This is an optimization exercise on Yosys and OpenROAD, whose aim is small area, a short achievable clock period and few clock cycles, not a production implementation.
RTL that was checked went through simulation tests only; none was proved equivalent to the original.
The RTL of runs 1, 2 and 6 was laid out without a check of its function.
Power is estimated from default activity; no workload was simulated.

**flow/flow/run.sh**
```bash
#!/bin/bash
# Standard synthesis, then the standard ORFS layout steps, with buf_2 port
# buffers in place of the platform's default delay-cell buffers.
set -euo pipefail
bash standard.sh synth > synth.log 2>&1
bash standard.sh "BUFFER_PORTS_ARGS=-buffer_cell sky130_fd_sc_hd__buf_2" finish > layout.log 2>&1
```
**flow/standard.sh**
```bash
#!/bin/bash
# synth_recipe.tcl (not shown) runs the flow's synth.tcl, then flattens the netlist and writes it again
# the make line also repeats each setting of config.mk as NAME=value (left out here)
make -C /OpenROAD-flow-scripts/flow DESIGN_CONFIG=/design/flow/config.mk WORK_HOME=/design/flow/orfs CLKGATE_MAP_FILE= SYNTH_SCRIPT=/design/flow/synth_recipe.tcl "${@:-finish}"
```
**flow/config.mk**
```make
export PLATFORM = sky130hd
export DESIGN_NAME = codec_core
export DESIGN_NICKNAME = codec_core
export VERILOG_FILES = /design/flow/design.v
export SDC_FILE = /design/flow/constraint.sdc
export NUM_CORES = 4
export LEC_CHECK = 0
export ABC_AREA = 1
export CAP_MARGIN = 20
export CORE_MARGIN = 2
export CORE_UTILIZATION = 40
export SETUP_SLACK_MARGIN = 2.4
export SLEW_MARGIN = 20
export TNS_END_PERCENT = 5
```
**flow/constraint.sdc**
```tcl
create_clock -name core_clock -period 5.0 [get_ports {clk}]
set_input_delay 1.0000 -clock core_clock [delete_from_list [all_inputs] [get_ports {clk}]]
set_output_delay 1.0000 -clock core_clock [all_outputs]
set_load 0.01 [all_outputs]
```
**flow/design.v**
```verilog
module codec_core (
    input             clk,
    input             rst,
    input             cmd_valid,
    output            cmd_ready,
    input      [7:0]  cmd_opc,
    input      [4:0]  cmd_width,
    input      [15:0] cmd_len,
    input      [15:0] cmd_count,
    input             in_valid,
    output            in_ready,
    input      [15:0] in_data,
    output            out_valid,
    input             out_ready,
    output     [15:0] out_data,
    output            done,
    output            err,
    output     [3:0]  err_code,
    output     [15:0] err_info
);
    reg        busy;       
    reg        fin;        
    reg        skip;       
    reg        enc, dec, qd, qu, pk, up;   
    reg [4:0]  w;          
    reg [3:0]  p;          
    reg [3:0]  amt;        
    reg [15:0] in_left;    
    reg [15:0] cnt;        
    reg [15:0] W0;         
    reg        ld;         
    reg        tl;         
    reg        rn;         
    reg        inz, in1;   
    reg        cntz, cnt1; 
    reg [4:0]  ps;         
    reg        mA, mB;     
    reg        err_r;
    reg        c_w;        
    reg        c_r;        
    reg        ov;
    reg [15:0] od;
    wire is_q   = qd | qu;
    wire is_rle = enc | dec;
    wire left   = pk | qu;
    wire work = busy & ~fin;
    wire room = ~ov | out_ready;
    wire [15:0] mask;      
    wire [15:0] gep;       
    genvar j;
    generate
        for (j = 0; j < 16; j = j + 1) begin : g_th
            assign mask[j] = w > j;
            assign gep[j]  = p <= j;
        end
    endgenerate
    wire [4:0]  sum2  = {1'b0, ps[3:0]} + w;    
    wire        crs   = ps[4];                  
    wire        need  = ps[4] & (|ps[3:0]);     
    wire [15:0] m2    = up ? {16{~inz}} : left ? (mask & {16{~tl}}) : 16'hFFFF;
    wire [15:0] selw  = up ? (gep & {16{ld}}) : {16{enc | (dec & ~ld)}};
    wire [15:0] flip  = {qd, 5'd0, qu, 9'd0};
    wire [15:0] X     = (selw & W0) | (~selw & ((in_data & m2) ^ flip));
    wire [15:0] r1    = amt[0] ? {X[0],     X[15:1]}  : X;
    wire [15:0] r2    = amt[1] ? {r1[1:0],  r1[15:2]} : r1;
    wire [15:0] r4    = amt[2] ? {r2[3:0],  r2[15:4]} : r2;
    wire [15:0] R     = amt[3] ? {r4[7:0],  r4[15:8]} : r4;
    wire [15:0] bp_out = left ? ((gep & R) | (~gep & W0)) : (R & mask);
    wire bad  = |(in_data & ~mask);
    wire same = (in_data[7:0] == W0[7:0]) & ~cntz;
    wire [15:0] in_left_m1 = in_left - 16'd1;
    wire [15:0] cnt_m1     = cnt - 16'd1;
    wire        in_left2   = in_left == 16'd2;
    wire        cnt2       = cnt == 16'd2;
    wire in_rdy = mA | (mB & room);
    wire take   = in_valid & in_rdy;
    wire em_r  = work & ((pk & tl) | (up & ~cntz & ((ld & ~crs) | inz)) | (dec & ~ld & ~cntz) |
                         (enc & (tl | ld)) | (enc & ~tl & ~ld & inz & rn));
    wire em_rv = work & up & ~cntz & (~ld | crs) & ~inz;
    wire em_t  = work & (is_q | (pk & ~tl & (crs | in1)) | (dec & ld & ~cntz));
    wire em_tb = work & enc & ~tl & ~ld & rn;
    wire emit  = (room & (em_r | (em_rv & in_valid))) | (take & (em_t | (em_tb & ~same)));
    wire f_1  = work & ((skip & inz) | (is_q & inz) | (pk & ~tl & inz) | (up & cntz & inz) |
                        (dec & ~ld & cntz & inz) | (enc & ~tl & ~ld & inz & ~rn));
    wire f_v  = work & ((skip & in1) | (up & cntz & in1));
    wire f_t  = work & ((is_q & in1) | (pk & ~tl & in1 & ~need) | (dec & ld & in1 & (cntz | cnt1)));
    wire f_r  = work & ((pk & tl) | (up & ~cntz & cnt1 & inz) | (dec & ~ld & ~cntz & cnt1 & inz) |
                        (enc & ld & ~tl & inz & ~rn));
    wire f_rv = work & up & ~cntz & cnt1 & (~ld | crs) & in1;
    wire finish = f_1 | (in_valid & f_v) | (take & f_t) | (room & (f_r | (f_rv & in_valid)));
    wire ecnt     = enc & (tl | ~ld);
    wire cmd_rdy  = ~busy & (~fin | room);
    wire cmd_fire = cmd_valid & cmd_rdy;
    wire c_bp     = cmd_opc[5];
    wire c_q      = cmd_opc[4];
    wire c_dir    = cmd_opc[1];
    wire wbad     = cmd_width == 5'd0 || cmd_width > 5'd16;
    wire skip_c   = (c_bp & wbad) | (~c_bp & ~c_q & c_dir & cmd_len[0]);
    wire c_enc    = ~skip_c & ~c_bp & ~c_q & ~c_dir;
    wire c_dec    = ~skip_c & ~c_bp & ~c_q &  c_dir;
    wire c_qd     = ~skip_c & c_q & ~c_dir;
    wire c_qu     = ~skip_c & c_q &  c_dir;
    wire c_pk     = ~skip_c & c_bp & ~c_dir;
    wire c_up     = ~skip_c & c_bp &  c_dir;
    wire c_inz    = cmd_len == 16'd0;
    wire c_cntz   = ~c_up | (cmd_count == 16'd0);
    wire c_cnt1   = c_up & (cmd_count == 16'd1);
    wire e_brk   = take & ~same & enc & ~tl & rn;
    wire e_tail  = room & work & enc & ~tl & ~ld & inz & rn;
    wire e_start = take & enc & ~rn;
    wire e_ext   = take & same & enc & rn;
    wire d_load  = take & dec & ~ld;
    wire c_dec1  = (emit & (up | dec)) | e_ext | (take & ~bad & (qu | pk) & ~err_r);
    wire step    = (take & pk & ~tl) | (emit & up & ~cntz);
    reg inz_n, in1_n, cntz_n, cnt1_n, crs_n, ld_n, tl_n, rn_n;
    always @* begin
        inz_n  = inz;
        in1_n  = in1;
        cntz_n = cntz;
        cnt1_n = cnt1;
        crs_n  = crs;
        ld_n   = ld;
        tl_n   = tl;
        rn_n   = rn;
        if (cmd_fire) begin
            inz_n  = c_inz;
            in1_n  = cmd_len == 16'd1;
            cntz_n = c_cntz;
            cnt1_n = c_cnt1;
            crs_n  = cmd_width[4];
            ld_n   = 1'b0;
            tl_n   = 1'b0;
            rn_n   = 1'b0;
        end else begin
            if (take) begin
                inz_n = in1;
                in1_n = in_left2;
            end
            if (d_load) begin
                cntz_n = in_data[7:0] == 8'd0;
                cnt1_n = in_data[7:0] == 8'd1;
            end else if (e_start | e_brk) begin
                cntz_n = 1'b0;
                cnt1_n = 1'b0;
            end else if (c_dec1) begin
                cntz_n = cnt1;
                cnt1_n = cnt2;
            end
            if (step)
                crs_n = sum2[4];
            if (pk) begin
                if (tl) begin
                    if (room) tl_n = 1'b0;
                end else if (take & in1 & need)
                    tl_n = 1'b1;
            end
            if (up & ~cntz & ~ld & emit)
                ld_n = ~crs;
            if (dec & take)
                ld_n = ~ld;
            if (enc) begin
                if (e_start)
                    rn_n = 1'b1;
                else if (e_tail)
                    rn_n = 1'b0;
                if (tl) begin
                    if (room) tl_n = 1'b0;
                end else if (ld) begin
                    if (e_brk) tl_n = 1'b1;
                    else if (room) ld_n = 1'b0;
                end else if (e_brk | e_tail)
                    ld_n = 1'b1;
            end
        end
    end
    wire busy_n = cmd_fire | (busy & ~(work & finish));
    wire fin_n  = (work & finish) | (fin & ~room);
    wire enc_n  = cmd_fire ? c_enc : enc;
    wire dec_n  = cmd_fire ? c_dec : dec;
    wire q_n    = cmd_fire ? (c_qd | c_qu) : is_q;
    wire pk_n   = cmd_fire ? c_pk : pk;
    wire up_n   = cmd_fire ? c_up : up;
    wire skip_n = cmd_fire ? skip_c : skip;
    wire act_n  = busy_n & ~fin_n & ~inz_n;
    wire mA_n   = act_n & (skip_n | ((up_n | dec_n) & cntz_n));
    wire mB_n   = act_n & (q_n | (pk_n & ~tl_n) | (up_n & ~cntz_n & (~ld_n | crs_n)) |
                           (dec_n & ~cntz_n & (ld_n | cnt1_n)) | (enc_n & ~tl_n));
    always @(posedge clk) begin
        if (rst) begin
            busy <= 1'b0;
            fin  <= 1'b0;
            ov   <= 1'b0;
            mA   <= 1'b0;
            mB   <= 1'b0;
        end else begin
            busy <= busy_n;
            fin  <= fin_n;
            ov   <= emit | (ov & ~out_ready);
            mA   <= mA_n;
            mB   <= mB_n;
        end
        inz  <= inz_n;
        in1  <= in1_n;
        cntz <= cntz_n;
        cnt1 <= cnt1_n;
        ld   <= ld_n;
        tl   <= tl_n;
        rn   <= rn_n;
        if (emit)
            od <= ecnt ? {8'd0, ~cnt[7:0]} : bp_out;
        if (cmd_fire) begin
            enc   <= c_enc;
            dec   <= c_dec;
            qd    <= c_qd;
            qu    <= c_qu;
            pk    <= c_pk;
            up    <= c_up;
            w     <= c_q ? 5'd10 : c_bp ? cmd_width : 5'd8;
            skip  <= skip_c;
            err_r <= skip_c;
            c_w   <= c_bp & wbad;
            c_r   <= c_bp | c_q;
        end else if (take & (qu | pk) & bad)
            err_r <= 1'b1;
        if (cmd_fire)
            in_left <= cmd_len;
        else if (take)
            in_left <= in_left_m1;
        if (cmd_fire) begin
            p    <= c_q ? 4'd6 : (~c_bp & ~c_dir) ? 4'd8 : 4'd0;
            amt  <= c_q ? (c_dir ? 4'd10 : 4'd6) : (~c_bp & ~c_dir) ? 4'd8 : 4'd0;
            ps   <= cmd_width;
        end else if (step) begin
            p    <= ps[3:0];
            amt  <= up ? ps[3:0] : 4'd0 - ps[3:0];
            ps   <= sum2;
        end
        if (cmd_fire)
            cnt <= c_bp ? (wbad ? ~{11'd0, cmd_width} : c_dir ? cmd_count : 16'hFFFF) :
                   c_q ? 16'hFFFF : (c_dir & cmd_len[0]) ? ~cmd_len : 16'd0;
        else if (d_load)
            cnt <= {8'd0, in_data[7:0]};
        else if (e_start | e_brk)
            cnt <= 16'h00FE;
        else if (c_dec1)
            cnt <= cnt_m1;
        if (cmd_fire)
            W0 <= 16'd0;
        else if (take & pk & ~tl)
            W0 <= crs ? (R & ~gep) : bp_out;
        else if (e_brk | e_tail)
            W0 <= {W0[7:0], in_data[7:0]};
        else if ((up & ~cntz & emit & (crs | ~ld)) | (is_rle & take))
            W0 <= in_data & {16{~inz}};
    end
    assign cmd_ready = cmd_rdy;
    assign in_ready  = in_rdy;
    assign out_valid = ov;
    assign out_data  = od;
    assign done      = fin & room;
    assign err       = err_r;
    assign err_code  = {~c_w & c_r, 1'b0, c_w, ~c_w};
    assign err_info  = ~cnt;
endmodule
```
==> run notes, run 1 <==
----------------------------------------------------
[Run status]
  Status ... finished clean

[Route]
  Count of TritonRoute iterations in the first routing pass ... 6
  Residual antenna-violating net count after detailed routing ... 0
  Count of vias placed by the detailed router ... 9,974
  DRC viols ... 0
  Routed length per placed instance ... ~21 um
  Vias per Instance ... 5.86
  1st-iter DRT viols ... 1,008
  Wirelength, routed ... roughly 36 mm

[Critical path]
  CP required ... 4.00 ns
  List of cells traversed by the critical path ... buf_6 > nor2_4 > buf_6 > nand2_4 > nand2_2 > inv_2 > buf_6
  Startpoint of the lowest-slack register-to-register path ... p[3]$_DFFE_PP_
  Type of origin of the critical path ... input port
  Number of cell instances on the worst register-to-register path ... 13
  Slowest-stage cell, CP ... nor2_4
  Critical setup path kind ... in -> out
  CP Capture Type ... output pin
  Largest delay contributor family on the critical path ... buffers and inverters
  Terminus of the critical flop-to-flop path ... od[1]$_DFFE_PP_
  Buffers plus inverters on the worst setup path ... 4
  WP data arrival ... 1.69 ns
  Launch point of the worst path ... out_ready
  Worst Path Max Fanout ... 3
  Worst path most repeated cell ... buf_6
  Highest cell delay on the worst timing path ... 0.17 ns
  Register-to-register setup slack ... approximately 2.3 ns

[Clocking]
  Clock Root Buffer ... clkbuf_16
  Latest clock arrival within the worst-skew pair ... between 0.3 and 0.4 ns
  Clk sinks ... 103
  Cts bufs inserted ... 9
  TritonCTS clock tree ... done
  Clock transition at the register clock pins on the worst setup and hold paths after CTS ... 0.09 ns
  Number of hold-repair buffers added at the cts stage ... 0
  Buffer levels on the longest clock path ... 2
  Maximum level of the CTS H-tree ... 3

[STA]
  Setup TNS after final layout ... 0 ns
  Final number of hold-violating endpoints ... 0
  Peak clock frequency supported by timing ... 372 MHz
  Layout Skew ... around 0.017 ns
  Final setup violation count ... 0
  Final number of max-transition violations ... 0
  Setup repair after global routing missed its margin ... true
  Post-route minimum period ... 2.69 ns
  Least-Margin Pin Slew ... 1.00 ns
  Worst relative slew slack ... 33.3%
  Period utilisation layout ... 53.7%

[Synth]
  Synthesized area ... 8480 um2
  Number of synthesized register bits ... 103
  Most instantiated flip-flop cell in the synthesis netlist ... edfxtp_1
  Yosys warnings ... 1
  Distinct cells, synth ... 56
  Instance count of the mapped netlist ... 1,275
  Per-instance average area after synthesis ... 6.65 um2
  Number of enable-type register cells in the synthesized netlist ... 71
  Synth async-reset ratio ... 0%
  Fraction of the yosys area taken by sequential cells ... 32.7%
  Syn nets ... 1,351

[GRT]
  Via count of the first global-routing pass ... 9,002
  Gr usage total ... between 30% and 40%
  Global-route wire length before repair ... 52.3 mm
  Initial antenna violation count ... 2
  Maximum number of pins on one net before global-route repair ... 66
  Congestion Overflow GR ... 0

[Die]
  Area of the core ... 20,900 um2
  Number of top-level pins ... 107
  Die X ... 150 um
  Initial Utilization ... 40.6%
  Total die area ... approximately 22,000 um2
  Die Y ... 150 um
  Row count ... 53

[Place]
  Routability congestion estimate ... 1.00
  Placed wire-length estimate after detailed placement ... ~26 mm
  Number of input and output port buffers inserted ... 100
  Placed cell area ... 9210 um2

[Power]
  VDD IR-drop max ... between 0.15 and 0.2 mV
  Cell area power density ... 287 nW/um2
  Static leakage ... between 4 and 5 nW

[Run]
  Reported max-cap violation count ... 0

[Worst hold path]
  Sink of the worst hold path ... W0[11]$_SDFFE_PP0P_
  Hold depth ... 2
  Min-delay worst type ... reg -> reg
  HP Start ... W0[11]$_SDFFE_PP0P_

[Cells and area]
  Final std cell area, no fill ... 11,100 um2
  Layout cell share with drive strength beyond 1 ... 28.5%
  Layout overhead on the synthesized area ... 30.6%
  Number of nets in the layout ... approximately 1.5k

----------------------------------------------------
-- layer usage --
layer	wire length [um]	global-route usage, %	vias up
met1	15300	43.5	4698
li1	-	-	4689
met2	16100	47.9	499
met5	0	0	-
met4	1410	12.0	0
met3	3170	4.82	88
-- registers in the layout (all words and copies together) (netlist names), 3 cells and up --
register  flops
w             5
cnt          16
amt           3
p             4
in_left      16
W0           16
ps            5
od           16
-- where the power goes --
group	total (W)	leakage (nW)	internal, W	switching, W
clock	0.000751	0.149	0.000377	0.000375
sequential	0.00117	0.940	0.00104	0.000128
combinational	0.00126	3.80	0.000449	0.000813
-- stage by stage --
stage          hold slack, ns  setup WS, ns  utilization [%]  power [W]  cells
5_1_grt                 0.553          2.26             53.0    0.00333   1702
3_3_place_gp            0.522          1.27             44.1    0.00215   1613
4_1_cts                 0.514          2.37             48.5    0.00298   1670
6_report                0.536          2.31             53.0    0.00318   1703
2_1_floorplan           0.493          2.31                -    0.00181   1275
3_5_place_dp            0.518          1.19             44.1    0.00215   1613
-- cells by family after synthesis --
group / count (synthesis) / synth area share (%)
fa+ha+maj: 10 / 1.56
buf+inv: 209 / 9.63
other cells: 1 / 0.0442
xor+xnor: 19 / 1.96
compound gates: 302 / 20.9
simple gates: 631 / 33.2
flops: 103 / 32.7
-- area by class of cell --
type / count / area (um2)
repair inverters: 1 / 5.00
clock inverters: 5 / 46.3
multi-input cells: 965 / 5700
diodes: 1 / 2.50
inverters: 163 / 644
repair buffers: 179 / 1300
well taps: 275 / 344
flip-flops and latches: 103 / 2780
fillers: 2152 / 9810
clock buffers: 11 / 253
-- synth_stat cells, types with 4 or more instances --
cell type,instances,share of area [%]
a31oi_1,15,1.1
edfxtp_1,71,25
o211ai_2,9,1.3
o31ai_1,10,0.88
inv_1,152,6.7
o22ai_1,7,0.52
nand2_2,4,0.29
dfxtp_1,32,7.6
nor4_1,11,0.81
nor2_2,4,0.29
buf_2,10,0.59
xnor2_1,7,0.72
buf_1,11,0.49
o221ai_1,11,1.1
o21ai_1,15,0.88
or2_2,4,0.29
ha_1,9,1.3
o211ai_1,7,0.62
nand3_1,176,10
clkbuf_1,21,0.93
nand3_2,8,0.94
xor2_1,12,1.2
nand2_1,252,11
buf_4,4,0.35
nor2_1,131,5.8
nand3b_1,4,0.35
nor3_1,12,0.71
o21ai_0,134,7.9
inv_2,9,0.40
nand4_1,11,0.81
a21oi_1,72,4.2
-- tightest hold or removal path, stage by stage (launching register included) --
cell	delay, ns
dfxtp_1	0.32
o21ai_1	0.13
a21oi_1	0.04
-- cell usage in the layout (no fill, tap or decap), drive strengths merged, types with 15 or more instances in the layout --
cell type,count
nand2,259
nand3,184
buf,172
inv,163
o21ai,152
nor2,138
a21oi,74
edfxtp,71
dfxtp,32
clkbuf,18
o211ai,16
a31oi,15
-- worst max-delay path by stage --
stage | to | cells after the start
2_1_floorplan | cnt[0]$_DFFE_PP_ | 12
3_3_place_gp | W0[10]$_SDFFE_PP0P_ | 16
3_5_place_dp | W0[10]$_SDFFE_PP0P_ | 16
4_1_cts | in_ready | 6
5_1_grt | od[0]$_DFFE_PP_ | 16
6_report | cmd_ready | 7
-- what timing repair did --
action	in CTS	in global routing
setup buffers	38	29
cloned	3	3
pin swaps	14	54
gates resized for setup	91	176
setup endpoints to repair	81	82
endpoints found under the hold margin	0	0
==> run 2, diff against run 1 <==
--- a/flow/design.v
+++ b/flow/design.v
@@ -23,7 +23,7 @@
     reg        skip;       
     reg        enc, dec, qd, qu, pk, up;   
     reg [4:0]  w;          
-    reg [3:0]  p;          
+    reg [15:0] gep;        
     reg [3:0]  amt;        
     reg [15:0] in_left;    
     reg [15:0] cnt;        
@@ -46,12 +46,12 @@
     wire work = busy & ~fin;
     wire room = ~ov | out_ready;
     wire [15:0] mask;      
-    wire [15:0] gep;       
+    wire [15:0] gep_n;     
     genvar j;
     generate
         for (j = 0; j < 16; j = j + 1) begin : g_th
             assign mask[j] = w > j;
-            assign gep[j]  = p <= j;
+            assign gep_n[j] = ps[3:0] <= j;
         end
     endgenerate
     wire [4:0]  sum2  = {1'b0, ps[3:0]} + w;    
@@ -227,11 +227,11 @@
         else if (take)
             in_left <= in_left_m1;
         if (cmd_fire) begin
-            p    <= c_q ? 4'd6 : (~c_bp & ~c_dir) ? 4'd8 : 4'd0;
+            gep  <= c_q ? 16'hFFC0 : (~c_bp & ~c_dir) ? 16'hFF00 : 16'hFFFF;
             amt  <= c_q ? (c_dir ? 4'd10 : 4'd6) : (~c_bp & ~c_dir) ? 4'd8 : 4'd0;
             ps   <= cmd_width;
         end else if (step) begin
-            p    <= ps[3:0];
+            gep  <= gep_n;
             amt  <= up ? ps[3:0] : 4'd0 - ps[3:0];
             ps   <= sum2;
         end
==> run notes, run 2 <==
----------------------------------------------------
[Run status]
  Status ... finished clean (unchanged)

[Synth]
  List of most frequent post-synthesis cells ... nand2_1 (288), nand3_1 (144), inv_1 (141) (was nand2_1 (252), nand3_1 (176), inv_1 (152))
  Yosys warnings ... 1 (unchanged)
  Most frequently used cell type in the post-synthesis netlist ... nand2_1 (unchanged)
  Instance count of the mapped netlist ... 1,314 (was 1,275)
  Syn nets ... 1,392 (was 1,351)
  Per-instance average area after synthesis ... 6.81 um2 (was 6.65 um2)
  Share of Yosys cell area claimed by the top area cell type ... 27.8% (was 25.1%)
  Most instantiated flip-flop cell in the synthesis netlist ... edfxtp_1 (unchanged)
  Yosys top cell by area ... edfxtp_1 (unchanged)
  Synthesized area ... 8950 um2 (was 8480 um2)
  Number of synthesized register bits ... 115 (was 103)
  Dominant cells by area after synthesis ... edfxtp_1 (28%), nand2_1 (12%), nand3_1 (8.1%) (was edfxtp_1 (25%), nand2_1 (11%), nand3_1 (10%))
  Number of enable-type register cells in the synthesized netlist ... 83 (was 71)
  Fraction of the yosys area taken by sequential cells ... 35.0% (was 32.7%)
  Synth async-reset ratio ... 0% (unchanged)
  Distinct cells, synth ... 55 (was 56)

[STA]
  Worst hold margin ... 0.505 ns (was 0.536 ns)
  Final number of max-transition violations ... 0 (unchanged)
  Setup TNS after final layout ... 0 ns (unchanged)
  Post-route minimum period ... 2.64 ns (was 2.69 ns)
  Setup repair after global routing missed its margin ... true (unchanged)
  Period utilisation layout ... 52.8% (was 53.7%)
  Final setup violation count ... 0 (unchanged)
  Least-Margin Pin Slew ... 0.877 ns (was 1.00 ns)
  Layout Skew ... 0.0204 ns (was 0.0170 ns)
  Final number of hold-violating endpoints ... 0 (unchanged)
  Worst relative slew slack ... 41.6% (was 33.3%)
  Peak clock frequency supported by timing ... 379 MHz (was 372 MHz)

[Cells and area]
  Final std cell area, no fill ... 11,500 um2 (was 11,100 um2)
  Fillers ... 2,248 (was 2,152)
  Number of nets in the layout ... 1,521 (was 1,498)
  Antenna cells ... 0 (was 1)
  Layout cell share with drive strength beyond 1 ... 28.4% (was 28.5%)
  Number of standard cells in the layout, taps in and fillers out ... 1,736 (was 1,703)
  Most common library cell in the layout ignoring fill and taps ... nand2_1 (unchanged)
  Most used cells in the layout excluding fill and tap cells ... nand2_1 (249), inv_1 (126), nor2_1 (107) (was nand2_1 (217), inv_1 (134), nand3_1 (129))
  Layout overhead on the synthesized area ... 28.0% (was 30.6%)

[GRT]
  Gr usage total ... 28.8% (was 31.0%)
  Initial antenna violation count ... 0 (was 2)
  Global-route wire length before repair ... 52.0 mm (was 52.3 mm)
  Via count of the first global-routing pass ... 9,014 (was 9,002)
  Maximum number of pins on one net before global-route repair ... 45 (was 66)
  Congestion Overflow GR ... 0 (unchanged)

[Critical path]
  Slowest-stage cell, CP ... buf_2 (was nor2_4)
  List of cells traversed by the critical path ... buf_2 > inv_2 > nand2_4 > inv_4 > nand2_2 > nand2_1 > inv_2 > buf_2 (was buf_6 > nor2_4 > buf_6 > nand2_4 > nand2_2 > inv_2 > buf_6)
  Worst Path Max Fanout ... 4 (was 3)
  CP required ... 4.00 ns (about the same)
  Startpoint of the lowest-slack register-to-register path ... tl$_DFF_P_ (was p[3]$_DFFE_PP_)
  Critical setup path kind ... in -> out (unchanged)
  Register-to-register setup slack ... 2.39 ns (was 2.33 ns)
  CP Capture Type ... output pin (unchanged)
  WP data arrival ... 1.64 ns (was 1.69 ns)
  Highest cell delay on the worst timing path ... 0.13 ns (was 0.17 ns)
  Terminus of the critical flop-to-flop path ... mB$_SDFF_PP0_ (was od[1]$_DFFE_PP_)
  Number of cell instances on the worst register-to-register path ... 17 (was 13)
  Type of origin of the critical path ... input port (unchanged)

[Run]
  Reported max-cap violation count ... 0 (unchanged)

[Die]
  Row count ... 54 (was 53)
  Number of top-level pins ... 107 (unchanged)
  Die X ... 154 um (was 150 um)
  Die Y ... 154 um (was 150 um)
  Total die area ... 23,600 um2 (was 22,400 um2)
  Area of the core ... 21,900 um2 (was 20,900 um2)
  Initial Utilization ... 40.9% (was 40.6%)

[Worst hold path]
  HP Start ... fin$_SDFF_PP0_ (was W0[11]$_SDFFE_PP0P_)
  Sink of the worst hold path ... fin$_SDFF_PP0_ (was W0[11]$_SDFFE_PP0P_)
  Min-delay worst type ... reg -> reg (unchanged)
  Hold depth ... 2 (unchanged)

[Clocking]
  Latest clock arrival within the worst-skew pair ... 0.44 ns (was 0.38 ns)
  Maximum level of the CTS H-tree ... 4 (was 3)
  Cts bufs inserted ... 17 (was 9)
  Buffer levels on the longest clock path ... 2 (unchanged)
  TritonCTS clock tree ... done (unchanged)
  Clk sinks ... 115 (was 103)
  Clock transition at the register clock pins on the worst setup and hold paths after CTS ... 0.06 ns (was 0.09 ns)
  Clock Root Buffer ... clkbuf_16 (unchanged)
  Number of hold-repair buffers added at the cts stage ... 0 (unchanged)

[Route]
  DRC viols ... 0 (unchanged)
  Residual antenna-violating net count after detailed routing ... 0 (unchanged)
  Count of vias placed by the detailed router ... 9,868 (was 9,974)
  Count of TritonRoute iterations in the first routing pass ... 5 (was 6)
  Vias per Instance ... 5.68 (was 5.86)
  1st-iter DRT viols ... 1,026 (was 1,008)
  Routed length per placed instance ... 20.2 um (was 21.1 um)
  Wirelength, routed ... 35.0 mm (was 36.0 mm)

[Power]
  VDD IR-drop max ... 0.205 mV (was 0.157 mV)
  Cell area power density ... 361 nW/um2 (was 287 nW/um2)
  Static leakage ... 5.04 nW (was 4.89 nW)

[Place]
  Number of input and output port buffers inserted ... 100 (unchanged)
  Placed cell area ... 9680 um2 (was 9210 um2)
  Routability congestion estimate ... 0.994 (was 1.00)
  Placed wire-length estimate after detailed placement ... 25.5 mm (was 25.7 mm)
  Number of placed cells counting well taps ... 1,653 (was 1,613)

----------------------------------------------------
## run 2: per-stage QoR
step / total power (W) / setup WS [ns] / utilization (%)
finish: 0.00413 / 2.36 / 52.3
global route: 0.00434 / 2.28 / 52.3
CTS: 0.00396 / 2.35 / 48.7
detailed placement: 0.00256 / 1.47 / 44.2
global placement: 0.00255 / 1.49 / 44.2
floorplan: 0.00216 / 2.38 / -
## run 2: kinds of logic (layout without fill, tap and decap cells)
logic type      count (synthesis)  in the layout  share of synthesized area [%]
simple gates                  658            660                           32.7
compound gates                301            301                           19.1
fa+ha+maj                      12             12                           1.76
other cells                     1              1                         0.0419
buf+inv                       205            345                           9.31
flops                         115            115                           35.0
xor+xnor                       22             22                           2.15
## run 2: metal layers
| layer | global-route usage (%) | vias to the layer above | share of wire, % |
|---|---|---|---|
| li1 | - | 4741 | - |
| met1 | 40.6 | 4560 | 44 |
| met2 | 43.3 | 486 | 44 |
| met3 | 6.76 | 81 | 9.0 |
| met4 | 9.57 | 0 | 3.2 |
| met5 | 0 | - | 0 |
## run 2: final cells by class
cell class	instances	area, um2	area share [%]
clock inverter	14	200	1.75
timing repair buffer	158	1060	9.22
tap	280	350	3.06
clock buffer	18	429	3.75
inverter	155	613	5.35
multi-input combinational	996	5660	49.4
sequential	115	3150	27.5
## run 2: critical path, delay by kind of cell
family                 cells  cell delay [ns]
buffers and inverters      5             0.41
AND/OR/NAND/NOR            3             0.22
## run 2: power breakdown
group	switching, W	leakage (nW)	total, W	internal [W]
Sequential	0.000169	1.05	0.00137	0.00120
Clock	0.000496	0.298	0.00134	0.000840
Combinational	0.000942	3.69	0.00143	0.000486
## run 2: worst max-delay path by stage
stage                                  start            endpoint  slack (ns)  cells after the start
after CTS                          out_ready       mB$_SDFF_PP0_        2.35                     20
after detailed placement           out_ready  W0[7]$_SDFFE_PP0P_        1.47                     16
after global routing      w[3]$_SDFFCE_PP1P_     od[3]$_DFFE_PP_        2.28                     15
after floorplan                 cmd_width[3]       mA$_SDFF_PP0_        2.38                     12
final                              out_ready           cmd_ready        2.36                      8
after global placement             out_ready  W0[5]$_SDFFE_PP0P_        1.49                     16
## run 2: what timing repair did
| action | in CTS | in global routing |
|---|---|---|
| setup buffers | 16 | 31 |
| endpoints found under the hold margin | 0 | 0 |
| cloned | 2 | 2 |
| pin swaps | 8 | 48 |
| endpoints found under the setup margin | 97 | 93 |
| resized for setup | 54 | 153 |
==> run 3, diff against run 2 <==
--- a/flow/design.v
+++ b/flow/design.v
@@ -23,7 +23,7 @@
     reg        skip;       
     reg        enc, dec, qd, qu, pk, up;   
     reg [4:0]  w;          
-    reg [15:0] gep;        
+    reg [3:0]  p;          
     reg [3:0]  amt;        
     reg [15:0] in_left;    
     reg [15:0] cnt;        
@@ -33,7 +33,7 @@
     reg        rn;         
     reg        inz, in1;   
     reg        cntz, cnt1; 
-    reg [4:0]  ps;         
+    reg        crs, need;  
     reg        mA, mB;     
     reg        err_r;
     reg        c_w;        
@@ -46,17 +46,16 @@
     wire work = busy & ~fin;
     wire room = ~ov | out_ready;
     wire [15:0] mask;      
-    wire [15:0] gep_n;     
+    wire [15:0] gep;       
     genvar j;
     generate
         for (j = 0; j < 16; j = j + 1) begin : g_th
             assign mask[j] = w > j;
-            assign gep_n[j] = ps[3:0] <= j;
+            assign gep[j]  = p <= j;
         end
     endgenerate
-    wire [4:0]  sum2  = {1'b0, ps[3:0]} + w;    
-    wire        crs   = ps[4];                  
-    wire        need  = ps[4] & (|ps[3:0]);     
+    wire [4:0]  sum   = {1'b0, p} + w;
+    wire [4:0]  sum2  = {1'b0, sum[3:0]} + w;
     wire [15:0] m2    = up ? {16{~inz}} : left ? (mask & {16{~tl}}) : 16'hFFFF;
     wire [15:0] selw  = up ? (gep & {16{ld}}) : {16{enc | (dec & ~ld)}};
     wire [15:0] flip  = {qd, 5'd0, qu, 9'd0};
@@ -110,7 +109,7 @@
     wire e_start = take & enc & ~rn;
     wire e_ext   = take & same & enc & rn;
     wire d_load  = take & dec & ~ld;
-    wire c_dec1  = (emit & (up | dec)) | e_ext | (take & ~bad & (qu | pk) & ~err_r);
+    wire c_dec1  = (emit & (up | dec)) | e_ext | (take & (qu | pk) & ~err_r) | (take & skip & ~c_w);
     wire step    = (take & pk & ~tl) | (emit & up & ~cntz);
     reg inz_n, in1_n, cntz_n, cnt1_n, crs_n, ld_n, tl_n, rn_n;
     always @* begin
@@ -203,6 +202,7 @@
         in1  <= in1_n;
         cntz <= cntz_n;
         cnt1 <= cnt1_n;
+        crs  <= crs_n;
         ld   <= ld_n;
         tl   <= tl_n;
         rn   <= rn_n;
@@ -227,17 +227,16 @@
         else if (take)
             in_left <= in_left_m1;
         if (cmd_fire) begin
-            gep  <= c_q ? 16'hFFC0 : (~c_bp & ~c_dir) ? 16'hFF00 : 16'hFFFF;
+            p    <= c_q ? 4'd6 : (~c_bp & ~c_dir) ? 4'd8 : 4'd0;
             amt  <= c_q ? (c_dir ? 4'd10 : 4'd6) : (~c_bp & ~c_dir) ? 4'd8 : 4'd0;
-            ps   <= cmd_width;
+            need <= cmd_width[4] & (|cmd_width[3:0]);
         end else if (step) begin
-            gep  <= gep_n;
-            amt  <= up ? ps[3:0] : 4'd0 - ps[3:0];
-            ps   <= sum2;
+            p    <= sum[3:0];
+            amt  <= up ? sum[3:0] : 4'd0 - sum[3:0];
+            need <= sum2[4] & (|sum2[3:0]);
         end
         if (cmd_fire)
-            cnt <= c_bp ? (wbad ? ~{11'd0, cmd_width} : c_dir ? cmd_count : 16'hFFFF) :
-                   c_q ? 16'hFFFF : (c_dir & cmd_len[0]) ? ~cmd_len : 16'd0;
+            cnt <= ({16{c_up}} & cmd_count) | {{11{skip_c}}, {5{skip_c}} & ~(cmd_width & {5{c_bp}})};
         else if (d_load)
             cnt <= {8'd0, in_data[7:0]};
         else if (e_start | e_brk)
--- a/flow/config.mk
+++ b/flow/config.mk
@@ -9,6 +9,7 @@
 export CAP_MARGIN = 20
 export CORE_MARGIN = 2
 export CORE_UTILIZATION = 40
+export CTS_BUF_LIST = sky130_fd_sc_hd__clkbuf_8
 export SETUP_SLACK_MARGIN = 2.4
 export SLEW_MARGIN = 20
 export TNS_END_PERCENT = 5
==> run notes, run 3 <==
----------------------------------------------------
[Run status]
  Status ... finished clean (unchanged)

[Clocking]
  Clk sinks ... 100 (was 115)
  Clock transition at the register clock pins on the worst setup and hold paths after CTS ... 0.12 ns (was 0.06 ns)
  TritonCTS clock tree ... done (unchanged)
  Latest clock arrival within the worst-skew pair ... 0.42 ns (was 0.44 ns)
  Buffer levels on the longest clock path ... 2 (unchanged)
  Clock Root Buffer ... clkbuf_8 (was clkbuf_16)
  Cts bufs inserted ... 9 (was 17)
  Maximum level of the CTS H-tree ... 3 (was 4)

[Cells and area]
  Number of nets in the layout ... 1,478 (was 1,521)
  Number of standard cells in the layout, taps in and fillers out ... 1,672 (was 1,736)
  Fillers ... 2,184 (was 2,248)
  Most common library cell in the layout ignoring fill and taps ... nand2_1 (unchanged)
  Layout cell share with drive strength beyond 1 ... 21.0% (was 28.4%)
  Layout overhead on the synthesized area ... 21.7% (was 28.0%)
  Most used cells in the layout excluding fill and tap cells ... nand2_1 (275), inv_1 (150), nand3_1 (144) (was nand2_1 (249), inv_1 (126), nor2_1 (107))
  Antenna cells ... 0 (unchanged)

[Critical path]
  WP data arrival ... 3.17 ns (was 1.64 ns)
  Worst Path Max Fanout ... 2 (was 4)
  Type of origin of the critical path ... register (was input port)
  Critical setup path kind ... reg -> reg (was in -> out)
  CP Capture Type ... register (was output pin)
  CP required ... 5.37 ns (was 4.00 ns)

[Synth]
  Yosys top cell by area ... edfxtp_1 (unchanged)
  Instance count of the mapped netlist ... 1,278 (was 1,314)
  Distinct cells, synth ... 55 (unchanged)
  Number of enable-type register cells in the synthesized netlist ... 67 (was 83)
  Syn nets ... 1,359 (was 1,392)
  Most instantiated flip-flop cell in the synthesis netlist ... edfxtp_1 (unchanged)
  Synth async-reset ratio ... 0% (unchanged)
  Synthesized area ... 8320 um2 (was 8950 um2)
  Per-instance average area after synthesis ... 6.51 um2 (was 6.81 um2)
  Dominant cells by area after synthesis ... edfxtp_1 (24%), nand2_1 (13%), nand3_1 (9.9%) (was edfxtp_1 (28%), nand2_1 (12%), nand3_1 (8.1%))
  List of most frequent post-synthesis cells ... nand2_1 (291), nand3_1 (164), inv_1 (158) (was nand2_1 (288), nand3_1 (144), inv_1 (141))
  Most frequently used cell type in the post-synthesis netlist ... nand2_1 (unchanged)
  Share of Yosys cell area claimed by the top area cell type ... 24.2% (was 27.8%)
  Yosys warnings ... 1 (unchanged)
  Fraction of the yosys area taken by sequential cells ... 32.1% (was 35.0%)
  Number of synthesized register bits ... 100 (was 115)

[Power]
  Static leakage ... 4.64 nW (was 5.04 nW)
  VDD IR-drop max ... 0.130 mV (was 0.205 mV)
  Cell area power density ... 304 nW/um2 (was 361 nW/um2)
  Total Power ... 0.00308 W (was 0.00413 W)

[Route]
  Residual antenna-violating net count after detailed routing ... 0 (unchanged)
  Count of TritonRoute iterations in the first routing pass ... 5 (unchanged)
  Routed length per placed instance ... 19.5 um (was 20.2 um)
  DRC viols ... 0 (unchanged)
  Vias per Instance ... 5.67 (was 5.68)
  Wirelength, routed ... 32.6 mm (was 35.0 mm)
  Count of vias placed by the detailed router ... 9,484 (was 9,868)
  1st-iter DRT viols ... 877 (was 1,026)

[STA]
  Worst hold margin ... 0.533 ns (was 0.505 ns)
  Least-Margin Pin Slew ... 0.852 ns (was 0.877 ns)
  Layout Skew ... 0.0158 ns (was 0.0204 ns)
  Final number of max-transition violations ... 0 (unchanged)
  Post-route minimum period ... 2.80 ns (was 2.64 ns)
  Peak clock frequency supported by timing ... 357 MHz (was 379 MHz)
  Final number of hold-violating endpoints ... 0 (unchanged)
  Final setup violation count ... 0 (unchanged)
  Worst relative slew slack ... 42.9% (was 41.6%)
  Setup TNS after final layout ... 0 ns (unchanged)
  Setup repair after global routing missed its margin ... true (unchanged)
  Period utilisation layout ... 56.0% (was 52.8%)

[Die]
  Area of the core ... 20,300 um2 (was 21,900 um2)
  Number of top-level pins ... 107 (unchanged)
  Row count ... 52 (was 54)
  Die X ... 148 um (was 154 um)
  Die Y ... 148 um (was 154 um)
  Total die area ... 22,000 um2 (was 23,600 um2)
  Initial Utilization ... 41.0% (was 40.9%)

[GRT]
  Met2 Track Usage GR ... 47.4% (was 43.3%)
  Initial antenna violation count ... 0 (unchanged)
  Maximum number of pins on one net before global-route repair ... 61 (was 45)
  Congestion Overflow GR ... 0 (unchanged)
  Gr usage total ... 29.2% (was 28.8%)
  Via count of the first global-routing pass ... 8,761 (was 9,014)
  GR peak layer ... met2 (unchanged)
  Global-route track usage on met3 ... 3.83% (was 6.76%)
  Global-route wire length before repair ... 49.3 mm (was 52.0 mm)
  Global-route met1 utilization ... 39.6% (was 40.6%)

[Run]
  Reported max-cap violation count ... 0 (unchanged)

[Place]
  Routability congestion estimate ... 0.983 (was 0.994)
  Placed wire-length estimate after detailed placement ... 24.4 mm (was 25.5 mm)
  Number of placed cells counting well taps ... 1,613 (was 1,653)
  Number of input and output port buffers inserted ... 100 (unchanged)

[Worst hold path]
  Min-delay worst type ... reg -> reg (unchanged)

----------------------------------------------------
-- run 3: changes by cell type in the layout (fill, tap and decap cells not counted), sizes merged, moves of 8 or more --
cell and delta:
or2 -10, inv +15, o21ai -42, edfxtp -16, xor2 +8, nand3 +13
nand4 +8, nor3 -11, o22ai -13, clkbuf -12
-- run 3: path summary, 6_finish.rpt --
path / to / startpoint / cells after the start / slack (ns)
worst max register to register: mB$_SDFF_PP0_ / w[0]$_SDFFCE_PP0P_ / 14 / 2.20
worst max-delay path: mB$_SDFF_PP0_ / w[0]$_SDFFCE_PP0P_ / 14 / 2.20
worst min register to register: fin$_SDFF_PP0_ / fin$_SDFF_PP0_ / 2 / 0.53
worst min-delay path: fin$_SDFF_PP0_ / fin$_SDFF_PP0_ / 2 / 0.53
-- run 3: per-layer routing --
| layer | up-vias | wire (um) |
|---|---|---|
| met3 | 84 | 2260 |
| met1 | 4423 | 14000 |
| li1 | 4558 | - |
| met2 | 419 | 15000 |
| met4 | 0 | 1350 |
| met5 | - | 0 |
-- run 3: cell type report --
| type | count | area (um2) | area share [%] |
|---|---|---|---|
| multi-input cells | 961 | 5300 | 52.3 |
| flip-flops and latches | 100 | 2680 | 26.5 |
| repair buffers | 150 | 906 | 8.95 |
| inverters | 175 | 681 | 6.72 |
| well taps | 270 | 338 | 3.34 |
| clock buffers | 9 | 124 | 1.22 |
| clock inverters | 7 | 103 | 1.01 |
-- run 3: power by group --
group	switching [W]	total, W	internal [W]	leakage (nW)
sequential	0.000127	0.00115	0.00102	0.913
combinational	0.000859	0.00131	0.000454	3.61
clock	0.000370	0.000620	0.000250	0.113
-- run 3: kinds of logic (layout without fill, tap and decap cells) --
group / Yosys count / after routing / synth area share [%]
other: 1 / 1 / 0.0451
adders and majority gates: 15 / 15 / 2.44
AOI/OAI and AO/OA: 261 / 261 / 17.6
and+or+nand+nor: 653 / 654 / 34.5
buffers and inverters: 218 / 341 / 10.2
DFF: 100 / 100 / 32.1
xor gates and xnor gates: 30 / 30 / 3.16
-- run 3: per-stage QoR --
| stage | utilization, % | setup slack, ns | instance area, um2 |
|---|---|---|---|
| after floorplan | - | 2.20 | 8370 |
| after global placement | 44.7 | 1.27 | 9070 |
| after detailed placement | 44.7 | 1.26 | 9070 |
| after CTS | 48.2 | 2.21 | 9780 |
| after global routing | 49.9 | 2.05 | 10100 |
| final | 49.9 | 2.20 | 10100 |
-- run 3: worst max-delay path, stage by stage, from the launching register on --
cell	delay (ns)
edfxtp_1	0.50
ha_4	0.22
fa_2	0.46
fa_2	0.38
nand2_2	0.08
nand2_1	0.06
a21oi_2	0.18
xor2_2	0.23
a21oi_1	0.05
nand3b_1	0.24
nand3_2	0.12
nand2_1	0.06
nand4_1	0.07
nand2_1	0.06
inv_1	0.05
-- run 3: timing repair --
item | CTS | global route
cloned | 1 | 0
hold buffers | 0 | 0
resized for setup | 64 | 66
endpoints found under the setup margin | 91 | 73
buffers inserted | 28 | 14
pin swaps | 11 | 22
Testbench counts of run 3, summed over its fixed seeds: cycles 53,953.
==> run 4, diff against run 3 <==
--- a/flow/config.mk
+++ b/flow/config.mk
@@ -10,6 +10,7 @@
 export CORE_MARGIN = 2
 export CORE_UTILIZATION = 40
 export CTS_BUF_LIST = sky130_fd_sc_hd__clkbuf_8
+export CTS_CLUSTER_SIZE = 10
 export SETUP_SLACK_MARGIN = 2.4
 export SLEW_MARGIN = 20
 export TNS_END_PERCENT = 5
==> run notes, run 4 <==
----------------------------------------------------
[STA]
  Post-route minimum period ... 2.80 ns (unchanged)
  Worst hold margin ... 0.533 ns (unchanged)
  Final number of max-transition violations ... 0 (unchanged)
  Setup repair after global routing missed its margin ... true (unchanged)
  Peak clock frequency supported by timing ... 357 MHz (unchanged)
  Setup TNS after final layout ... 0 ns (unchanged)
  Final setup violation count ... 0 (unchanged)
  Layout Skew ... 0.0158 ns (unchanged)
  Period utilisation layout ... 56.0% (unchanged)
  Worst relative slew slack ... 42.9% (unchanged)
  Final number of hold-violating endpoints ... 0 (unchanged)
  Least-Margin Pin Slew ... 0.852 ns (unchanged)

[Cells and area]
  Most used cells in the layout excluding fill and tap cells ... nand2_1 (275), inv_1 (150), nand3_1 (144) (unchanged)
  Multi-input combinational cell area ... 5300 um2 (unchanged)
  Most common library cell in the layout ignoring fill and taps ... nand2_1 (unchanged)
  Register area ... 2680 um2 (unchanged)
  Fillers ... 2,184 (unchanged)
  Layout cell share with drive strength beyond 1 ... 21.0% (unchanged)
  Number of nets in the layout ... 1,478 (unchanged)
  Number of standard cells in the layout, taps in and fillers out ... 1,672 (unchanged)
  Antenna cells ... 0 (unchanged)
  Layout overhead on the synthesized area ... 21.7% (unchanged)

[Synth]
  Distinct cells, synth ... 55 (unchanged)
  Syn nets ... 1,359 (unchanged)
  Dominant cells by area after synthesis ... edfxtp_1 (24%), nand2_1 (13%), nand3_1 (9.9%) (unchanged)
  Instance count of the mapped netlist ... 1,278 (unchanged)
  Yosys top cell by area ... edfxtp_1 (unchanged)
  Synth async-reset ratio ... 0% (unchanged)
  Share of Yosys cell area claimed by the top area cell type ... 24.2% (unchanged)
  Synthesized area ... 8320 um2 (unchanged)
  Most frequently used cell type in the post-synthesis netlist ... nand2_1 (unchanged)
  Number of synthesized register bits ... 100 (unchanged)
  Per-instance average area after synthesis ... 6.51 um2 (unchanged)
  Yosys warnings ... 1 (unchanged)
  Fraction of the yosys area taken by sequential cells ... 32.1% (unchanged)
  Number of enable-type register cells in the synthesized netlist ... 67 (unchanged)
  List of most frequent post-synthesis cells ... nand2_1 (291), nand3_1 (164), inv_1 (158) (unchanged)
  Most instantiated flip-flop cell in the synthesis netlist ... edfxtp_1 (unchanged)

[Clocking]
  Clock Root Buffer ... clkbuf_8 (unchanged)
  Maximum level of the CTS H-tree ... 3 (unchanged)
  Buffer levels on the longest clock path ... 2 (unchanged)
  Clock transition at the register clock pins on the worst setup and hold paths after CTS ... 0.12 ns (about the same)
  Cts bufs inserted ... 9 (unchanged)
  Clk sinks ... 100 (unchanged)
  Number of hold-repair buffers added at the cts stage ... 0 (unchanged)
  TritonCTS clock tree ... done (unchanged)
  Latest clock arrival within the worst-skew pair ... 0.42 ns (about the same)

[Place]
  Routability congestion estimate ... 0.983 (unchanged)
  Number of input and output port buffers inserted ... 100 (unchanged)
  Placed wire-length estimate after detailed placement ... 24.4 mm (unchanged)
  Number of placed cells counting well taps ... 1,613 (unchanged)

[Power]
  Static leakage ... 4.64 nW (unchanged)
  VDD IR-drop max ... 0.130 mV (unchanged)
  Total Power ... 0.00308 W (unchanged)
  Cell area power density ... 304 nW/um2 (unchanged)

[Critical path]
  List of cells traversed by the critical path ... ha_4 > fa_2 > fa_2 > nand2_2 > nand2_1 > a21oi_2 > xor2_2 > a21oi_1 > nand3b_1 > nand3_2 > nand2_1 > nand4_1 > nand2_1 > inv_1 (unchanged)
  WP data arrival ... 3.17 ns (about the same)
  CP Capture Type ... register (unchanged)
  Type of origin of the critical path ... register (unchanged)
  Slowest-stage cell, CP ... edfxtp_1 (unchanged)
  Worst path most repeated cell ... nand2_1 (unchanged)
  Worst Path Max Fanout ... 2 (unchanged)
  CP required ... 5.37 ns (about the same)
  Critical setup path kind ... reg -> reg (unchanged)
  Largest delay contributor family on the critical path ... adder cells (unchanged)
  Buffers plus inverters on the worst setup path ... 1 (unchanged)
  Highest cell delay on the worst timing path ... 0.50 ns (about the same)

[GRT]
  Global-route wire length before repair ... 49.3 mm (unchanged)
  Gr usage total ... 29.2% (unchanged)
  Via count of the first global-routing pass ... 8,761 (unchanged)
  Maximum number of pins on one net before global-route repair ... 61 (unchanged)
  Initial antenna violation count ... 0 (unchanged)
  Congestion Overflow GR ... 0 (unchanged)

[Run]
  Reported max-cap violation count ... 0 (unchanged)

[Route]
  DRC viols ... 0 (unchanged)
  Residual antenna-violating net count after detailed routing ... 0 (unchanged)
  Routed length per placed instance ... 19.5 um (unchanged)
  Count of vias placed by the detailed router ... 9,484 (unchanged)
  Vias per Instance ... 5.67 (unchanged)
  Wirelength, routed ... 32.6 mm (unchanged)
  Count of TritonRoute iterations in the first routing pass ... 5 (unchanged)
  1st-iter DRT viols ... 877 (unchanged)

[Die]
  Initial Utilization ... 41.0% (unchanged)
  Die X ... 148 um (unchanged)
  Total die area ... 22,000 um2 (unchanged)
  Die Y ... 148 um (unchanged)
  Area of the core ... 20,300 um2 (unchanged)
  Number of top-level pins ... 107 (unchanged)
  Row count ... 52 (unchanged)

[Run status]
  Status ... finished clean (unchanged)

[Worst hold path]
  Min-delay worst type ... reg -> reg (unchanged)

----------------------------------------------------
[run 4: layout make-up]
class	instances	area share, %
clock buffers	9	1.22
clock inverters	7	1.01
inverters	175	6.72
multi-input cells	961	52.3
flip-flops and latches	100	26.5
well taps	270	3.34
repair buffers	150	8.95
[run 4: kinds of logic after synthesis]
| logic type | synth area share, % |
|---|---|
| AOI/OAI and AO/OA | 17.6 |
| other | 0.0451 |
| DFF | 32.1 |
| and+or+nand+nor | 34.5 |
| adders and majority gates | 2.44 |
| buffers and inverters | 10.2 |
| xor gates and xnor gates | 3.16 |
[run 4: metal layers]
| metal | vias up | routed length [um] | track usage [%] |
|---|---|---|---|
| li1 | 4558 | - | - |
| met1 | 4423 | 14000 | 39.6 |
| met2 | 419 | 15000 | 47.4 |
| met3 | 84 | 2260 | 3.83 |
| met4 | 0 | 1350 | 11.6 |
| met5 | - | 0 | 0 |
[run 4: what timing repair did]
item                                    in CTS  in global routing
pin swaps                                   11                 22
resized for setup                           64                 66
buffers inserted                            28                 14
cloned                                       1                  0
endpoints found under the hold margin        0                  0
endpoints found under the setup margin      91                 73
[run 4: through the flow]
| stage | area (um2) | utilization [%] | setup slack [ns] |
|---|---|---|---|
| floorplan | 8370 | - | 2.20 |
| global placement | 9070 | 44.7 | 1.27 |
| detailed placement | 9070 | 44.7 | 1.26 |
| CTS | 9780 | 48.2 | 2.21 |
| global route | 10100 | 49.9 | 2.05 |
| finish | 10100 | 49.9 | 2.20 |
[run 4: worst register-to-register path: stages (launching register included)]
cell and delay, ns:
edfxtp_1 0.50, ha_4 0.22, fa_2 0.46, fa_2 0.38
nand2_2 0.08, nand2_1 0.06, a21oi_2 0.18, xor2_2 0.23
a21oi_1 0.06, nand3b_1 0.24, nand3_2 0.12, nand2_1 0.06
nand4_1 0.07, nand2_1 0.06, inv_1 0.05
[run 4: power breakdown]
part	total (W)	internal (W)	switching, W
Sequential	0.00115	0.00102	0.000127
Clock	0.000620	0.000250	0.000370
Combinational	0.00131	0.000454	0.000859
Total	0.00308	0.00172	0.00136
[run 4: final timing paths]
| kind | startpoint | to | slack, ns | depth (start not counted) |
|---|---|---|---|---|
| worst max-delay path | w[0]$_SDFFCE_PP0P_ | mB$_SDFF_PP0_ | 2.20 | 14 |
| worst min-delay path | fin$_SDFF_PP0_ | fin$_SDFF_PP0_ | 0.53 | 2 |
| worst max register to register | w[0]$_SDFFCE_PP0P_ | mB$_SDFF_PP0_ | 2.20 | 14 |
| worst min register to register | fin$_SDFF_PP0_ | fin$_SDFF_PP0_ | 0.53 | 2 |
==> run 5, diff against run 4 <==
--- a/flow/config.mk
+++ b/flow/config.mk
@@ -9,8 +9,6 @@
 export CAP_MARGIN = 20
 export CORE_MARGIN = 2
 export CORE_UTILIZATION = 40
-export CTS_BUF_LIST = sky130_fd_sc_hd__clkbuf_8
-export CTS_CLUSTER_SIZE = 10
-export SETUP_SLACK_MARGIN = 2.4
+export SETUP_SLACK_MARGIN = 2.5
 export SLEW_MARGIN = 20
 export TNS_END_PERCENT = 5
==> run notes, run 5 <==
----------------------------------------------------
[Critical path]
  Destination of the critical timing path ... mB$_SDFF_PP0_ (unchanged)
  Type of origin of the critical path ... register (unchanged)
  CP required ... 5.32 ns (was 5.37 ns)
  Worst Path Max Fanout ... 2 (unchanged)
  Startpoint of the lowest-slack register-to-register path ... w[0]$_SDFFCE_PP0P_ (unchanged)
  Register-to-register setup slack ... 2.20 ns (about the same)
  Launch point of the worst path ... w[0]$_SDFFCE_PP0P_ (unchanged)
  CP Capture Type ... register (unchanged)
  Number of cell instances on the worst register-to-register path ... 14 (unchanged)
  WP data arrival ... 3.12 ns (was 3.17 ns)
  Critical setup path kind ... reg -> reg (unchanged)
  Terminus of the critical flop-to-flop path ... mB$_SDFF_PP0_ (unchanged)

[Clocking]
  Cts bufs inserted ... 9 (unchanged)
  Buffer levels on the longest clock path ... 2 (unchanged)
  Latest clock arrival within the worst-skew pair ... 0.37 ns (was 0.42 ns)
  Clock transition at the register clock pins on the worst setup and hold paths after CTS ... 0.08 ns (was 0.12 ns)
  Clk sinks ... 100 (unchanged)
  Maximum level of the CTS H-tree ... 3 (unchanged)
  Number of hold-repair buffers added at the cts stage ... 0 (unchanged)
  TritonCTS clock tree ... done (unchanged)
  Clock Root Buffer ... clkbuf_16 (was clkbuf_8)

[STA]
  Worst hold margin ... 0.528 ns (was 0.533 ns)
  Worst relative slew slack ... 37.0% (was 42.9%)
  Least-Margin Pin Slew ... 0.939 ns (was 0.852 ns)
  Layout Skew ... 0.0153 ns (was 0.0158 ns)
  Setup repair after global routing missed its margin ... true (unchanged)
  Setup TNS after final layout ... 0 ns (unchanged)
  Post-route minimum period ... 2.80 ns (about the same)
  Final number of max-transition violations ... 0 (unchanged)
  Period utilisation layout ... 55.9% (was 56.0%)
  Peak clock frequency supported by timing ... 358 MHz (was 357 MHz)
  Final number of hold-violating endpoints ... 0 (unchanged)
  Final setup violation count ... 0 (unchanged)

[Synth]
  Yosys warnings ... 1 (unchanged)
  Syn nets ... 1,359 (unchanged)
  Yosys top cell by area ... edfxtp_1 (unchanged)
  Number of enable-type register cells in the synthesized netlist ... 67 (unchanged)
  Share of Yosys cell area claimed by the top area cell type ... 24.2% (unchanged)
  Most instantiated flip-flop cell in the synthesis netlist ... edfxtp_1 (unchanged)
  Number of synthesized register bits ... 100 (unchanged)
  Synthesized area ... 8320 um2 (unchanged)
  Distinct cells, synth ... 55 (unchanged)
  Per-instance average area after synthesis ... 6.51 um2 (unchanged)
  Dominant cells by area after synthesis ... edfxtp_1 (24%), nand2_1 (13%), nand3_1 (9.9%) (unchanged)
  Fraction of the yosys area taken by sequential cells ... 32.1% (unchanged)
  Most frequently used cell type in the post-synthesis netlist ... nand2_1 (unchanged)
  List of most frequent post-synthesis cells ... nand2_1 (291), nand3_1 (164), inv_1 (158) (unchanged)
  Synth async-reset ratio ... 0% (unchanged)
  Instance count of the mapped netlist ... 1,278 (unchanged)

[Route]
  1st-iter DRT viols ... 761 (was 877)
  DRC viols ... 0 (unchanged)
  Vias per Instance ... 5.69 (was 5.67)
  Wirelength, routed ... 33.3 mm (was 32.6 mm)
  Count of TritonRoute iterations in the first routing pass ... 6 (was 5)
  Count of vias placed by the detailed router ... 9,620 (was 9,484)
  Residual antenna-violating net count after detailed routing ... 0 (unchanged)
  Routed length per placed instance ... 19.7 um (was 19.5 um)

[Cells and area]
  Share of the core filled with cells ... 52.0% (was 49.9%)
  Layout overhead on the synthesized area ... 26.9% (was 21.7%)
  Most common library cell in the layout ignoring fill and taps ... nand2_1 (unchanged)
  Layout cell share with drive strength beyond 1 ... 23.9% (was 21.0%)
  Most used cells in the layout excluding fill and tap cells ... nand2_1 (264), inv_1 (144), nand3_1 (140) (was nand2_1 (275), inv_1 (150), nand3_1 (144))
  Number of nets in the layout ... 1,496 (was 1,478)
  Antenna cells ... 0 (unchanged)

[Place]
  Routability congestion estimate ... 0.983 (unchanged)
  Number of input and output port buffers inserted ... 100 (unchanged)
  Placed wire-length estimate after detailed placement ... 24.4 mm (unchanged)

[GRT]
  Gr usage total ... 29.9% (was 29.2%)
  Congestion Overflow GR ... 0 (unchanged)
  Initial antenna violation count ... 0 (unchanged)
  Via count of the first global-routing pass ... 8,940 (was 8,761)
  Global-route wire length before repair ... 50.3 mm (was 49.3 mm)
  Maximum number of pins on one net before global-route repair ... 61 (unchanged)

[Die]
  Die Y ... 148 um (unchanged)
  Row count ... 52 (unchanged)
  Total die area ... 22,000 um2 (unchanged)
  Die X ... 148 um (unchanged)
  Initial Utilization ... 41.0% (unchanged)
  Area of the core ... 20,300 um2 (unchanged)
  Number of top-level pins ... 107 (unchanged)

[Power]
  Total Power ... 0.00331 W (was 0.00308 W)
  VDD IR-drop max ... 0.176 mV (was 0.130 mV)
  Static leakage ... 4.79 nW (was 4.64 nW)
  Cell area power density ... 313 nW/um2 (was 304 nW/um2)

[Worst hold path]
  Min-delay worst type ... reg -> reg (unchanged)

[Run status]
  Status ... finished clean (unchanged)

[Run]
  Reported max-cap violation count ... 0 (unchanged)

----------------------------------------------------
run 5: changes by cell type in the layout (fill, tap and decap cells not counted), moves of 6 or more:
cell	delta
clkbuf_16	+9
buf_4	+21
clkbuf_8	-8
nand2_1	-11
nand2_2	+11
buf_2	-6
inv_1	-6
run 5: how the worst min path moves through the flow:
stage              startpoint             end  slack (ns)  depth (start not counted)
6_report         skip$_DFF_P_    skip$_DFF_P_        0.53                          2
5_1_grt          skip$_DFF_P_    skip$_DFF_P_        0.56                          2
4_1_cts        fin$_SDFF_PP0_  fin$_SDFF_PP0_        0.53                          2
3_5_place_dp   fin$_SDFF_PP0_  fin$_SDFF_PP0_        0.51                          2
3_3_place_gp   fin$_SDFF_PP0_  fin$_SDFF_PP0_        0.50                          2
2_1_floorplan    skip$_DFF_P_    skip$_DFF_P_        0.46                          2
run 5: critical path: stages, from the launching register on:
cell	delay (ns)
edfxtp_1	0.48
ha_4	0.21
fa_2	0.46
fa_2	0.38
nand2_2	0.08
nand2_1	0.06
a21oi_2	0.18
xor2_2	0.23
a21oi_1	0.06
nand3b_1	0.25
nand3_2	0.12
nand2_1	0.06
nand4_1	0.07
nand2_1	0.06
inv_1	0.05
run 5: cell type report:
type                            instances  area [um2]
Tap cell                              270         338
Timing Repair Buffer                  167        1120
Inverter                              175         693
Fill cell                            2142        9740
Clock inverter                          7         103
Multi-Input combinational cell        961        5390
Sequential cell                       100        2680
Clock buffer                            9         225
Timing Repair inverter                  1        6.26
run 5: where the power goes:
part | total (W) | internal (W) | switching [W]
Sequential | 0.00115 | 0.00102 | 0.000127
Clock | 0.000801 | 0.000408 | 0.000393
Combinational | 0.00136 | 0.000480 | 0.000880
run 5: cells by family (layout without fill, tap and decap cells):
logic type               Yosys count  in the layout  share of synthesized area [%]
adder cells (fa/ha/maj)           15             15                           2.44
AND/OR/NAND/NOR                  653            654                           34.5
AO/OA/AOI/OAI                    261            261                           17.6
buffers and inverters            218            359                           10.2
XOR/XNOR                          30             30                           3.16
other                              1              1                         0.0451
flip-flops                       100            100                           32.1
run 5: through the flow:
step / instances / setup slack, ns / area (um2)
finish: 1690 / 2.20 / 10600
global route: 1690 / 2.05 / 10600
CTS: 1672 / 2.22 / 10100
detailed placement: 1613 / 1.26 / 9070
global placement: 1613 / 1.27 / 9070
floorplan: 1278 / 2.20 / 8370
run 5: what timing repair did:
| action | 4_1_cts | 5_1_grt |
|---|---|---|
| hold endpoints to repair | 0 | 0 |
| pin swaps | 17 | 25 |
| setup endpoints to repair | 118 | 100 |
| gates cloned | 4 | 0 |
| resized for setup | 88 | 93 |
| buffers inserted | 39 | 18 |
run 5: metal layers:
layer | global-route usage [%] | share of wire [%]
met5 | 0 | 0
met1 | 40.3 | 42
met2 | 47.5 | 45
met4 | 14.1 | 5.1
met3 | 4.02 | 7.2
==> run 6, diff against run 5 <==
--- a/flow/design.v
+++ b/flow/design.v
@@ -244,7 +244,7 @@
         else if (c_dec1)
             cnt <= cnt_m1;
         if (cmd_fire)
-            W0 <= 16'd0;
+            W0[5:0] <= 6'd0;         
         else if (take & pk & ~tl)
             W0 <= crs ? (R & ~gep) : bp_out;
         else if (e_brk | e_tail)
--- a/flow/config.mk
+++ b/flow/config.mk
@@ -9,6 +9,6 @@
 export CAP_MARGIN = 20
 export CORE_MARGIN = 2
 export CORE_UTILIZATION = 40
-export SETUP_SLACK_MARGIN = 2.5
+export SETUP_SLACK_MARGIN = 2.4
 export SLEW_MARGIN = 20
 export TNS_END_PERCENT = 5
==> run notes, run 6 <==
----------------------------------------------------
[Clocking]
  Number of hold-repair buffers added at the cts stage ... 0 (unchanged)
  TritonCTS clock tree ... done (unchanged)
  Clock transition at the register clock pins on the worst setup and hold paths after CTS ... 0.08 ns (about the same)
  Cts bufs inserted ... 9 (unchanged)
  Clock Root Buffer ... clkbuf_16 (unchanged)
  Maximum level of the CTS H-tree ... 3 (unchanged)

[Route]
  Routed length per placed instance ... 20.1 um (was 19.7 um)
  Count of vias placed by the detailed router ... 9,498 (was 9,620)
  Residual antenna-violating net count after detailed routing ... 0 (unchanged)
  Wirelength, routed ... 33.3 mm (about the same)
  DRC viols ... 0 (unchanged)

[Run status]
  Status ... finished clean (unchanged)

[Critical path]
  Highest cell delay on the worst timing path ... 0.38 ns (was 0.48 ns)
  Worst Path Max Fanout ... 5 (was 2)
  Critical setup path kind ... reg -> reg (unchanged)
  Type of origin of the critical path ... register (unchanged)
  List of cells traversed by the critical path ... inv_1 > nor2_2 > o21ai_2 > nand2_1 > inv_1 > or2_2 > nand3_1 > nand3_1 > nand3_1 > nand3_1 > nand2_1 > nand2_1 > nand3_1 > o21ai_0 (was ha_4 > fa_2 > fa_2 > nand2_2 > nand2_1 > a21oi_2 > xor2_2 > a21oi_1 > nand3b_1 > nand3_2 > nand2_1 > nand4_1 > nand2_1 > inv_1)

[Cells and area]
  Number of nets in the layout ... 1,463 (was 1,496)
  Most common library cell in the layout ignoring fill and taps ... nand2_1 (unchanged)
  Layout cell share with drive strength beyond 1 ... 23.1% (was 23.9%)

[Die]
  Total die area ... 21,900 um2 (was 22,000 um2)
  Area of the core ... 20,300 um2 (unchanged)
  Number of top-level pins ... 107 (unchanged)
  Die Y ... 148 um (about the same)
  Row count ... 52 (unchanged)

[STA]
  Least-Margin Pin Slew ... 0.739 ns (was 0.939 ns)
  Final setup violation count ... 0 (unchanged)
  Peak clock frequency supported by timing ... 363 MHz (was 358 MHz)
  Setup TNS after final layout ... 0 ns (unchanged)
  Post-route minimum period ... 2.76 ns (was 2.80 ns)
  Least setup slack across all paths after layout ... 2.24 ns (was 2.20 ns)
  Final number of hold-violating endpoints ... 0 (unchanged)
  Worst relative slew slack ... 50.7% (was 37.0%)
  Final number of max-transition violations ... 0 (unchanged)

[Synth]
  Fraction of the yosys area taken by sequential cells ... 33.5% (was 32.1%)
  Yosys top cell by area ... edfxtp_1 (unchanged)
  Number of synthesized register bits ... 100 (unchanged)
  Distinct cells, synth ... 55 (unchanged)
  Most instantiated flip-flop cell in the synthesis netlist ... edfxtp_1 (unchanged)
  Dominant cells by area after synthesis ... edfxtp_1 (28%), nand2_1 (13%), nand3_1 (11%) (was edfxtp_1 (24%), nand2_1 (13%), nand3_1 (9.9%))
  List of most frequent post-synthesis cells ... nand2_1 (282), nand3_1 (177), inv_1 (156) (was nand2_1 (291), nand3_1 (164), inv_1 (158))

[Place]
  Pre-CTS setup slack ... 1.12 ns (was 1.26 ns)
  Placed cell area ... 9060 um2 (was 9070 um2)
  Routability congestion estimate ... 0.988 (was 0.983)

[GRT]
  Global-route wire length before repair ... 50.2 mm (was 50.3 mm)
  Initial antenna violation count ... 0 (unchanged)
  Maximum number of pins on one net before global-route repair ... 53 (was 61)
  Via count of the first global-routing pass ... 8,927 (was 8,940)

[Power]
  VDD IR-drop max ... 0.188 mV (was 0.176 mV)

----------------------------------------------------
[run 6: cell types whose count changed in the layout (fill, tap and decap cells not counted), sizes merged, moves of 5 or more]
cell	delta
xor2	-6
a21oi	-30
inv	-12
edfxtp	+10
xnor2	+7
nand3	+14
buf	+8
nor2	-5
or2	-5
nand2	-10
dfxtp	-10
[run 6: cells by family after synthesis]
logic type / Yosys count / synth area share (%)
DFF: 100 / 33.5
xor gates and xnor gates: 31 / 3.28
and+or+nand+nor: 643 / 34.0
buffers and inverters: 204 / 9.75
other: 1 / 0.0453
adders and majority gates: 15 / 2.45
AOI/OAI and AO/OA: 240 / 17.0
[run 6: cell type report]
class | count | area [um2]
fillers | 2118 | 9870
multi-input cells | 932 | 5200
flip-flops and latches | 100 | 2780
repair buffers | 174 | 1150
inverters | 163 | 649
well taps | 270 | 338
clock buffers | 10 | 239
clock inverters | 6 | 61.3
repair inverters | 2 | 10.0
[run 6: routing by layer]
metal  track usage [%]  vias to the layer above  routed length (um)
met5                 0                        -                   0
met4              14.3                        0                1710
met3              4.41                       86                2400
met2              48.8                      463               15100
met1              39.2                     4431               14100
li1                  -                     4518                   -
[run 6: what timing repair did]
action | 4_1_cts | 5_1_grt
buffers inserted | 52 | 15
gates cloned | 2 | 2
gates resized for setup | 90 | 54
pin swaps | 24 | 19
setup endpoints to repair | 93 | 90
[run 6: worst max-delay path: cells and delay by family, from the launching register on]
family,cells,cell delay (ns)
AO/OA/AOI/OAI,2,0.37
buffers and inverters,2,0.16
flip-flops,1,0.38
AND/OR/NAND/NOR,10,1.58
[run 6: through the flow]
stage	total power (W)	instances	utilization, %
after CTS	0.00320	1640	49.7
final	0.00326	1657	51.4
after global routing	0.00344	1657	51.4
after floorplan	0.00190	1234	-
after global placement	0.00230	1570	44.7
after detailed placement	0.00230	1570	44.7
[run 6: worst paths after layout]
| check | start | end | slack [ns] | depth (start not counted) |
|---|---|---|---|---|
| setup reg to reg | dec$_DFF_P_ | od[5]$_DFFE_PP_ | 2.24 | 14 |
| setup / recovery | dec$_DFF_P_ | od[5]$_DFFE_PP_ | 2.24 | 14 |
| hold reg to reg | skip$_DFF_P_ | skip$_DFF_P_ | 0.53 | 2 |
| hold / removal | skip$_DFF_P_ | skip$_DFF_P_ | 0.53 | 2 |
[run 6: power breakdown]
| group | internal [W] | switching, W |
|---|---|---|
| logic | 0.000485 | 0.000883 |
| registers | 0.00103 | 0.000122 |
| clock network | 0.000402 | 0.000343 |
| total | 0.00191 | 0.00135 |

Setup slack of run 6, layout unchanged: 2.242 ns with ideal ports, 2.242 ns with driving cells assumed (clock clkbuf_16, inputs buf_2), 1.923 ns with port delays also shifted by the 0.409 ns mid clock arrival.
